From an optimization exercise on the open Yosys and OpenROAD flow, aimed at small area, a short achievable clock period and few clock cycles; shortcuts taken in it are not production practice. Function was checked by simulation only, so behaviour that the tests miss may differ from the original.

==> job 5484 <==
==> flow/design.v (excerpt) <==
module zs_codec (
    input             clk,
    input             rst,           
    input             host_req,
    input             host_we,
    input      [10:0] host_addr,
    input      [7:0]  host_wdata,
    output            host_ready,
    output reg        host_rvalid,
    output reg [7:0]  host_rdata,
    output            tx_valid,
    output     [31:0] tx_frame,      
    input             tx_ready
);
    localparam [7:0] OP_NOP        = 8'h00;
    localparam [7:0] OP_CW_U16     = 8'h10;
    localparam [7:0] OP_CW_BYTES   = 8'h11;
    localparam [7:0] OP_CW_SUBSYS  = 8'h12;
    localparam [7:0] OP_CW_TYPE    = 8'h13;
    localparam [7:0] OP_CW_NAME    = 8'h14;
    localparam [7:0] OP_CW_SER     = 8'h15;
    localparam [7:0] OP_HDR_BYTES  = 8'h20;
    localparam [7:0] OP_HDR_SER    = 8'h21;
    localparam [7:0] OP_FRM_BYTES  = 8'h22;
    localparam [7:0] OP_FRM_SER    = 8'h23;
    localparam [7:0] OP_CHECKSUM   = 8'h30;
    localparam [7:0] OP_ENV_BYTES  = 8'h31;
    localparam [7:0] OP_ENV_SER    = 8'h32;
    localparam [7:0] OP_ENV_CMD    = 8'h33;
    localparam [7:0] OP_LINK_MAKE  = 8'h40;
    localparam [7:0] OP_LINK_ACK   = 8'h41;
    localparam [7:0] OP_LINK_PARSE = 8'h42;
    localparam [3:0] E_OK        = 4'd0;
    localparam [3:0] E_FRAMING   = 4'd1;
    localparam [3:0] E_CHECKSUM  = 4'd2;
    localparam [3:0] E_TRUNC     = 4'd3;
    localparam [3:0] E_VARIANT   = 4'd4;
    localparam [3:0] E_LENGTH    = 4'd5;
    localparam [3:0] E_ILLEGAL   = 4'd6;
    localparam [2:0] G_NONE = 3'd0, G_ENVSER = 3'd1, G_FRMSER = 3'd2,
                     G_LINK = 3'd3, G_FRMFROM = 3'd4, G_ENVFROM = 3'd5,
                     G_CKSUM = 3'd6;
  ...
Settings: LEC_CHECK=0, ABC_CLOCK_PERIOD_IN_PS=3500, CAP_MARGIN=20, CORE_MARGIN=2, CORE_UTILIZATION=50, CTS_CLUSTER_DIAMETER=70, CTS_CLUSTER_SIZE=30, PLACE_DENSITY=0.65, SETUP_SLACK_MARGIN=5, SLEW_MARGIN=20; clock period 10.0 ns.
standard.sh (not shown) runs the stock make flow with config.mk's settings and CLKGATE_MAP_FILE= SYNTH_SCRIPT=/design/flow/synth_recipe.tcl, a recipe that flattens the netlist after the stock synthesis.
==> flow/flow/run.sh <==
#!/bin/bash
set -uo pipefail
bash standard.sh SETUP_SLACK_MARGIN=6.5 finish > flow_make.log 2>&1
status=$?
echo "standard.sh exit status $status" >> flow_make.log
exit $status
==> job 853: changes against job 5484 <==
--- a/flow/design.v
+++ b/flow/design.v
@@ -32,16 +32,35 @@
     localparam [7:0] OP_LINK_PARSE = 8'h42;
     localparam [3:0] E_OK        = 4'd0;
     localparam [3:0] E_FRAMING   = 4'd1;
     localparam [3:0] E_CHECKSUM  = 4'd2;
     localparam [3:0] E_TRUNC     = 4'd3;
     localparam [3:0] E_VARIANT   = 4'd4;
     localparam [3:0] E_LENGTH    = 4'd5;
     localparam [3:0] E_ILLEGAL   = 4'd6;
+    localparam [4:0] I_NOP = 5'd0,
+                     I_CW_U16 = 5'd1,
+                     I_CW_BYTES = 5'd2,
+                     I_CW_SUBSYS = 5'd3,
+                     I_CW_TYPE = 5'd4,
+                     I_CW_NAME = 5'd5,
+                     I_CW_SER = 5'd6,
+                     I_HDR_BYTES = 5'd7,
+                     I_HDR_SER = 5'd8,
+                     I_FRM_BYTES = 5'd9,
+                     I_FRM_SER = 5'd10,
+                     I_CHECKSUM = 5'd11,
+                     I_ENV_BYTES = 5'd12,
+                     I_ENV_SER = 5'd13,
+                     I_ENV_CMD = 5'd14,
+                     I_LINK_MAKE = 5'd15,
+                     I_LINK_ACK = 5'd16,
+                     I_LINK_PARSE = 5'd17,
+                     I_ILL = 5'd31;
     localparam [2:0] G_NONE = 3'd0, G_ENVSER = 3'd1, G_FRMSER = 3'd2,
                      G_LINK = 3'd3, G_FRMFROM = 3'd4, G_ENVFROM = 3'd5,
                      G_CKSUM = 3'd6;
     localparam [2:0] W_IDLE = 3'd0, W_A1 = 3'd1, W_A2 = 3'd2, W_RUN = 3'd3,
                      W_P1 = 3'd4, W_P2 = 3'd5;
     localparam [1:0] OS_PAY = 2'd0, OS_PAY1 = 2'd1, OS_IB = 2'd2;
     function [15:0] crc_m1;
         input [15:0] x;
@@ -213,16 +232,42 @@
     endfunction
     function [15:0] crc_byte;
         input [15:0] c;
         input [7:0]  b;
         begin
             crc_byte = crc_m1(c ^ {b, 8'h00});
         end
     endfunction
+    function [4:0] op_index;
+        input [7:0] d;
+        begin
+            case (d)
+                OP_NOP: op_index = I_NOP;
+                OP_CW_U16: op_index = I_CW_U16;
+                OP_CW_BYTES: op_index = I_CW_BYTES;
+                OP_CW_SUBSYS: op_index = I_CW_SUBSYS;
+                OP_CW_TYPE: op_index = I_CW_TYPE;
+                OP_CW_NAME: op_index = I_CW_NAME;
+                OP_CW_SER: op_index = I_CW_SER;
+                OP_HDR_BYTES: op_index = I_HDR_BYTES;
+                OP_HDR_SER: op_index = I_HDR_SER;
+                OP_FRM_BYTES: op_index = I_FRM_BYTES;
+                OP_FRM_SER: op_index = I_FRM_SER;
+                OP_CHECKSUM: op_index = I_CHECKSUM;
+                OP_ENV_BYTES: op_index = I_ENV_BYTES;
+                OP_ENV_SER: op_index = I_ENV_SER;
+                OP_ENV_CMD: op_index = I_ENV_CMD;
+                OP_LINK_MAKE: op_index = I_LINK_MAKE;
+                OP_LINK_ACK: op_index = I_LINK_ACK;
+                OP_LINK_PARSE: op_index = I_LINK_PARSE;
+                default: op_index = I_ILL;
+            endcase
+        end
+    endfunction
     function known_subsys;
         input [4:0] c;
         begin
             known_subsys = (c <= 5'h09) || (c == 5'h0F) || (c == 5'h15);
         end
     endfunction
     reg [7:0]  op_r;
     reg [3:0]  err_r;
@@ -238,18 +283,19 @@
     reg [7:0]  obc0, obc1, obc2, obc3;       
     reg [7:0]  ibs0, ibs1, ibs2, ibs3, ibs4;  
     reg [8:0]  ibs1p4;                       
     reg [9:0]  ibs0p3, ibs1p5;               
     reg        frm_short, env_short;         
     reg [7:0]  pay0s;                        
     reg        hold_r;                       
     reg        txv_r;
-    reg [7:0]  pend_c;
-    reg [15:0] pend_crc;
+    reg        tx_arm;                       
+    reg [2:0]  pend_a;                       
+    reg [31:0] txf_r;                        
     reg  [7:0]    ph;
     reg  [2047:0] ibr, payr, obr;
     wire [2047:0] ibr_n, payr_n, obr_n;
     wire [7:0] ib_cur  [0:31];    
     wire [7:0] ib_prt  [0:31];    
     wire [7:0] pay_cur [0:31];    
     wire [7:0] pay_nx  [0:31];    
     wire [7:0] ob_cur  [0:31];
@@ -287,16 +333,17 @@
         else     ph <= ph + 8'd1;
     end
     reg        e0_v, e1_v;
     reg        e0_we, e1_we;
     reg [7:0]  e0_d, e1_d;
     reg [7:0]  e0_a, e1_a;       
     reg [5:0]  e0_c, e1_c;       
     reg [7:0]  e0_dl, e1_dl;
+    reg [4:0]  e0_oi;            
     reg        rdy_r;
     reg [7:0]  nk0, nk4;         
     assign host_ready = rdy_r;
     wire acc = host_req && rdy_r && !rst;
     wire [10:0] ha     = host_addr;
     wire [5:0]  in_c;
     assign in_c[0] = (ha[10:4] == 7'h00);
     assign in_c[1] = (ha[10:8] == 3'h1) && (ha[7:0] < 8'd250);
@@ -443,26 +490,28 @@
             nk0   <= nk0 - 8'd1;
             nk4   <= nk4 - 8'd1;
             rdy_r <= (q_next != 2'd2);
             e0_dl <= e0_dl - 8'd1;
             e1_dl <= e1_dl - 8'd1;
             if (proc || !e0_v) begin
                 if (e1_v) begin
                     e0_v <= 1'b1; e0_we <= e1_we; e0_a <= e1_a; e0_d <= e1_d;
+                    e0_oi <= op_index(e1_d);
                     e0_c <= e1_c; e0_dl <= e1_dl - 8'd1;
                     e1_v <= acc;
                     if (acc) begin
                         e1_we <= host_we; e1_a <= ha[7:0]; e1_d <= host_wdata;
                         e1_c <= in_c; e1_dl <= in_dl;
                     end
                 end else begin
                     e0_v <= acc;
                     if (acc) begin
                         e0_we <= host_we; e0_a <= ha[7:0]; e0_d <= host_wdata;
+                        e0_oi <= op_index(host_wdata);
                         e0_c <= in_c; e0_dl <= in_dl;
                     end
                 end
             end else if (acc) begin
                 e1_v <= 1'b1; e1_we <= host_we; e1_a <= ha[7:0]; e1_d <= host_wdata;
                 e1_c <= in_c; e1_dl <= in_dl;
             end
         end
@@ -533,29 +582,34 @@
             fq1 <= fcs_take; fq2 <= fq1;
             cq1 <= cr_take;  cq2 <= cq1;
         end
         rq1_ring <= a_ring;
         rq1_dat  <= a_reg ? rd_reg : a_obc ? rd_obc : 8'h00;
         rq2_ring <= rq1_ring;
         rq2_dat  <= rq1_dat;
         pg_sel   <= ps_port[4:3];
-        if (rq2_v)
-            host_rdata <= rq2_ring ? pg_out : rq2_dat;
+        host_rdata <= !rq2_v ? 8'h00 : rq2_ring ? pg_out : rq2_dat;
         if (cr_take) begin
             ps_ring <= st_pay ? 2'd0 : 2'd1; ps_port <= cr_psel;
         end else if (fcs_take) begin
             ps_ring <= 2'd1; ps_port <= g_n[7:3] - ph[7:3];
         end else begin
             ps_ring <= a_pay ? 2'd0 : a_ib ? 2'd1 : 2'd2;
             ps_port <= a_port;
         end
     end
+    wire [7:0]  ack_b   = 8'h80 | {5'd0, pend_a};
+    wire [15:0] ack_crc = crc_byte(16'h0000, ack_b);
+    always @(posedge clk)
+        txf_r <= {8'h7E, ack_crc[7:0], ack_crc[15:8], ack_b};
+    always @(posedge clk)
+        txv_r <= !rst && (tx_arm || (txv_r && !tx_ready));
     assign tx_valid = txv_r;
-    assign tx_frame = {8'h7E, pend_crc[7:0], pend_crc[15:8], pend_c};
+    assign tx_frame = txf_r;
     wire   tx_acc   = !rst && txv_r && tx_ready;
     reg        ak_pend;
     reg [1:0]  ak_cnt;
     wire       ak_fire = ak_pend && ((ak_cnt == 2'd0) || (ak_cnt == 2'd1 && proc));
     wire [7:0] wd       = e0_d;
     wire [8:0] il_wr    = a[0] ? {wd[0], ibuf_len_r[7:0]} : {ibuf_len_r[8], wd};
     wire [8:0] il_new   = (il_wr > 9'd256) ? 9'd256 : il_wr;
     wire [7:0] ack_c    = 8'h80 | {5'd0, arg_r[2:0]};
@@ -608,17 +662,17 @@
             arg_r      <= 16'h0000;
             res_r      <= 16'h0000;
             consumed_r <= 9'd0;
             ibuf_len_r <= 9'd0;
             obuf_len_r <= 9'd0;
             frm_short  <= 1'b1;
             env_short  <= 1'b1;
             hold_r     <= 1'b0;
-            txv_r      <= 1'b0;
+            tx_arm     <= 1'b0;
             ak_pend    <= 1'b0;
             ak_cnt     <= 2'd0;
             g_op       <= G_NONE;
             w_st       <= W_IDLE;
             w_cpo      <= 1'b0;
             w_cpp      <= 1'b0;
             w_xib      <= 1'b0;
             reg_pend   <= 1'b0;
@@ -692,30 +746,31 @@
                     pm <= 8'd1;
                     px <= wd;
                 end else if (pv && a[7:0] == pm) begin
                     pm <= pm + 8'd1;
                     px <= px ^ wd;
                 end else
                     pv <= 1'b0;
             end
+            if (tx_arm)
+                tx_arm <= 1'b0;
             if (tx_acc) begin
-                txv_r   <= 1'b0;
                 ak_pend <= 1'b1;
                 ak_cnt  <= q_next;
             end else if (ak_pend) begin
                 if (ak_fire) begin
                     ak_pend    <= 1'b0;
                     hold_r     <= 1'b0;
-                    obc0       <= pend_c;
-                    obc1       <= pend_crc[15:8];
-                    obc2       <= pend_crc[7:0];
+                    obc0       <= txf_r[7:0];
+                    obc1       <= txf_r[15:8];
+                    obc2       <= txf_r[23:16];
                     obc3       <= 8'h7E;
                     obuf_len_r <= 9'd4;
-                    res_r      <= pend_crc;
+                    res_r      <= {txf_r[15:8], txf_r[23:16]};
                     complete(E_OK);
                 end else if (proc)
                     ak_cnt <= ak_cnt - 2'd1;
             end
             if (w_run && w_xib) begin
                 xg0 <= xgrp[0]; xg1 <= xgrp[1];
             end else begin
                 xg0 <= 8'h00; xg1 <= 8'h00;
@@ -881,72 +936,72 @@
                             g_op <= G_NONE;
                     end
                 endcase
             end
             if (issue) begin
                 op_r   <= wd;
                 done_r <= 1'b0;
                 g_ph   <= 1'b0;
-                case (wd)
-                    OP_NOP: complete(E_OK);
-                    OP_CW_U16: begin
+                case (e0_oi)
+                    I_NOP: complete(E_OK);
+                    I_CW_U16: begin
                         cmd0_r <= arg_r[7:0];
                         cmd1_r <= arg_r[15:8];
                         complete(E_OK);
                     end
-                    OP_CW_BYTES: begin
+                    I_CW_BYTES: begin
                         if (ibuf_len_r < 9'd2)
                             complete(E_TRUNC);
                         else begin
                             cmd0_r     <= ibs0;
                             cmd1_r     <= ibs1;
                             consumed_r <= 9'd2;
                             complete(E_OK);
                         end
                     end
-                    OP_CW_SUBSYS: begin
+                    I_CW_SUBSYS: begin
                         res_r <= known_subsys(cmd0_r[4:0]) ? {11'd0, cmd0_r[4:0]} : 16'd0;
                         complete(E_OK);
                     end
-                    OP_CW_TYPE: begin
+                    I_CW_TYPE: begin
                         res_r <= {13'd0, cmd0_r[7:5]};
                         complete(E_OK);
                     end
-                    OP_CW_NAME: begin
+                    I_CW_NAME: begin
                         res_r <= {7'd0, known_subsys(cmd0_r[4:0]), 3'd0, cmd0_r[4:0]};
                         complete(E_OK);
                     end
-                    OP_CW_SER: begin
+                    I_CW_SER: begin
                         obc0 <= cmd0_r;
                         obc1 <= cmd1_r;
                         obuf_len_r <= 9'd2;
                         complete(E_OK);
                     end
-                    OP_HDR_BYTES: begin
+                    I_HDR_BYTES: begin
                         if (ibuf_len_r < 9'd3)
                             complete(E_TRUNC);
                         else if (ibs0 > 8'd250)
                             complete(E_LENGTH);
                         else begin
                             len_r      <= ibs0;
                             cmd0_r     <= ibs1;
                             cmd1_r     <= ibs2;
                             consumed_r <= 9'd3;
                             complete(E_OK);
                         end
                     end
-                    OP_HDR_SER: begin
+                    I_HDR_SER: begin
                         obc0 <= len_r;
                         obc1 <= cmd0_r;
                         obc2 <= cmd1_r;
                         obuf_len_r <= 9'd3;
                         complete(E_OK);
                     end
-                    OP_FRM_BYTES: begin
+                    I_FRM_BYTES: begin
                         if (ibuf_len_r < 9'd3)
                             complete(E_TRUNC);
                         else if (ibs0 > 8'd250)
                             complete(E_LENGTH);
                         else if (frm_short)
                             complete(E_TRUNC);
                         else begin
                             len_r      <= ibs0;
@@ -959,17 +1014,17 @@
                                 pv     <= 1'b0;
                                 g_op   <= G_FRMFROM;
                                 w_cpp  <= 1'b1;
                                 w_psrc <= 1'b0;
                                 sweep(2'd0, {1'b0, ibs0});
                             end
                         end
                     end
-                    OP_FRM_SER: begin
+                    I_FRM_SER: begin
                         if (len_r > 8'd250)
                             complete(E_LENGTH);
                         else begin
                             obc0 <= len_r;
                             obc1 <= cmd0_r;
                             obc2 <= cmd1_r;
                             if (len_r != 8'd0)
                                 obc3 <= pay0s;
@@ -978,31 +1033,31 @@
                             if (len_r > 8'd1) begin
                                 g_op   <= G_FRMSER;
                                 w_cpo  <= 1'b1;
                                 w_osrc <= OS_PAY1;
                                 sweep(2'd0, {1'b0, len_r - 8'd1});
                             end
                         end
                     end
-                    OP_CHECKSUM: begin
+                    I_CHECKSUM: begin
                         xacc <= 8'h00;
                         complete(E_OK);
                         if (ibuf_len_r == 9'd0)
                             res_r <= 16'd0;
                         else if (sv && sm == ibuf_len_r)
                             res_r <= {8'd0, sx};
                         else begin
                             reg_pend <= 1'b1;
                             g_op     <= G_CKSUM;
                             w_xib    <= 1'b1;
                             sweep(2'd1, ibuf_len_r);
                         end
                     end
-                    OP_ENV_BYTES: begin
+                    I_ENV_BYTES: begin
                         xacc <= 8'h00;
                         if (ibuf_len_r < 9'd1 || ibs0 != 8'hFE)
                             complete(E_FRAMING);
                         else if (ibuf_len_r < 9'd2)
                             complete(E_FRAMING);
                         else if (env_short)
                             complete(E_FRAMING);
                         else if (sv && sfv) begin
@@ -1034,17 +1089,17 @@
                         end else begin
                             reg_pend <= 1'b1;
                             g_op     <= G_ENVFROM;
                             g_n      <= ibs1;
                             w_xib    <= 1'b1;
                             sweep(2'd2, {1'b0, ibs1} + 9'd3);
                         end
                     end
-                    OP_ENV_SER: begin
+                    I_ENV_SER: begin
                         if (variant_r)
                             complete(E_VARIANT);
                         else if (len_r > 8'd250)
                             complete(E_LENGTH);
                         else begin
                             obc0 <= 8'hFE;
                             obc1 <= len_r;
                             obc2 <= cmd0_r;
@@ -1066,25 +1121,25 @@
                                 xacc     <= es_fold;
                                 reg_pend <= 1'b1;
                                 st_pay   <= 1'b1;
                                 cr_st    <= 2'd1;
                                 cr_cnt   <= {1'b0, len_r};
                             end
                         end
                     end
-                    OP_ENV_CMD: begin
+                    I_ENV_CMD: begin
                         if (variant_r)
                             complete(E_VARIANT);
                         else begin
                             res_r <= {cmd1_r, cmd0_r};
                             complete(E_OK);
                         end
                     end
-                    OP_LINK_MAKE: begin
+                    I_LINK_MAKE: begin
                         obc0 <= arg_r[7:0];
                         if (lk_p >= 9'd1) obc1 <= ibs0;
                         if (lk_p >= 9'd2) obc2 <= ibs1;
                         if (lk_p >= 9'd3) obc3 <= ibs2;
                         obuf_len_r <= lk_p + 9'd4;
                         complete(E_OK);
                         reg_pend <= 1'b1;
                         g_op     <= G_LINK;
@@ -1099,23 +1154,22 @@
                             zph    <= (lk_p[2:0] != 3'd0) ? 2'd0 : 2'd1;
                         end
                         if (lk_p >= 9'd4) begin
                             w_cpo  <= 1'b1;
                             w_osrc <= OS_IB;
                             sweep(2'd0, lk_p - 9'd3);
                         end
                     end
-                    OP_LINK_ACK: begin
-                        pend_c   <= ack_c;
-                        pend_crc <= crc_byte(16'h0000, ack_c);
+                    I_LINK_ACK: begin
+                        pend_a   <= arg_r[2:0];
                         hold_r   <= 1'b1;
-                        txv_r    <= 1'b1;
+                        tx_arm   <= 1'b1;
                     end
-                    OP_LINK_PARSE: begin
+                    I_LINK_PARSE: begin
                         res_r <= {9'd0, arg_r[6:4] + 3'd1, arg_r[3], arg_r[6:4]};
                         complete(E_OK);
                     end
                     default: complete(E_ILLEGAL);
                 endcase
             end
         end
     end
==> flow/flow/run.sh (replaced) <==
#!/bin/bash
set -uo pipefail
bash standard.sh SETUP_SLACK_MARGIN=7 finish > flow_make.log 2>&1
status=$?
echo "standard.sh exit status $status" >> flow_make.log
exit $status
- ABC_CLOCK_PERIOD_IN_PS: 3500 -> 3000
==> comparison table <==
Total area of multi-input combinational cells: job 5484 49040 µm²; job 853 52260 µm²
Row count: job 5484 226; job 853 227
Clk_buf instances: job 5484 339; job 853 336
Vias per std cell: job 5484 5.531; job 853 5.540
Maximum frequency from static timing analysis: job 5484 267.1 MHz; job 853 286.2 MHz
Number of global-route vias before repair: job 5484 103300; job 853 104600
Run status: job 5484 complete, no violations; job 853 complete, no violations
Number of sinks on the clock net: job 5484 6771; job 853 6780
Post-CTS setup buffer count: job 5484 66; job 853 179
Sequential cell count of the final layout: job 5484 6771; job 853 6780
Fraction of final layout cells with drive strength greater than 1: job 5484 11.02%; job 853 14.88%
Well-Tap Cells: job 5484 5016; job 853 5038
Met3 global-route usage: job 5484 6.200%; job 853 5.908%
Weighted congestion at the end of routability-driven global placement: job 5484 1.046; job 853 0.9986
Pin slew with the least headroom to its limit: job 5484 1136 ps; job 853 1215 ps
Stages on the worst setup path: job 5484 3; job 853 1
Via Count: job 5484 111400; job 853 112900
Post-Synth XOR/XNOR Area: job 5484 3.735%; job 853 3.766%
Non-filler cells in the finished layout: job 5484 20150; job 853 20370
Testbench counts of job 5484, summed over its fixed seeds: cycles 111,956.
Testbench counts of job 853, summed over its fixed seeds: cycles 111,956.

separate check: timing with driven ports:
The flow's constraints put no driver on any port. The routed layouts listed below were extracted and timed again, unchanged, in two steps.
Step 1 assumes that a clkbuf_16 drives the clock port and a buf_2 every other input.
Step 2 times the ports against the registers' clock, not the clock port: input delays grow and output delays shrink by t, the midpoint of the rising clock arrivals with the driver on.
a / b / c = no drivers / after step 1 / after step 2; a / b = the first two.
run | shift t [ns] | setup WS [ns] | worst setup path after step 2
job 5484 | 1.065 | 6.256 / 6.146 / 5.603 | input to register
job 853 | 1.060 | 6.506 / 6.399 / 5.734 | input to register
After both steps setup and hold are still met in every run listed. The setup slack of job 853, which loses most, moves by -0.107 ns with the drivers and by -0.772 ns with both steps.
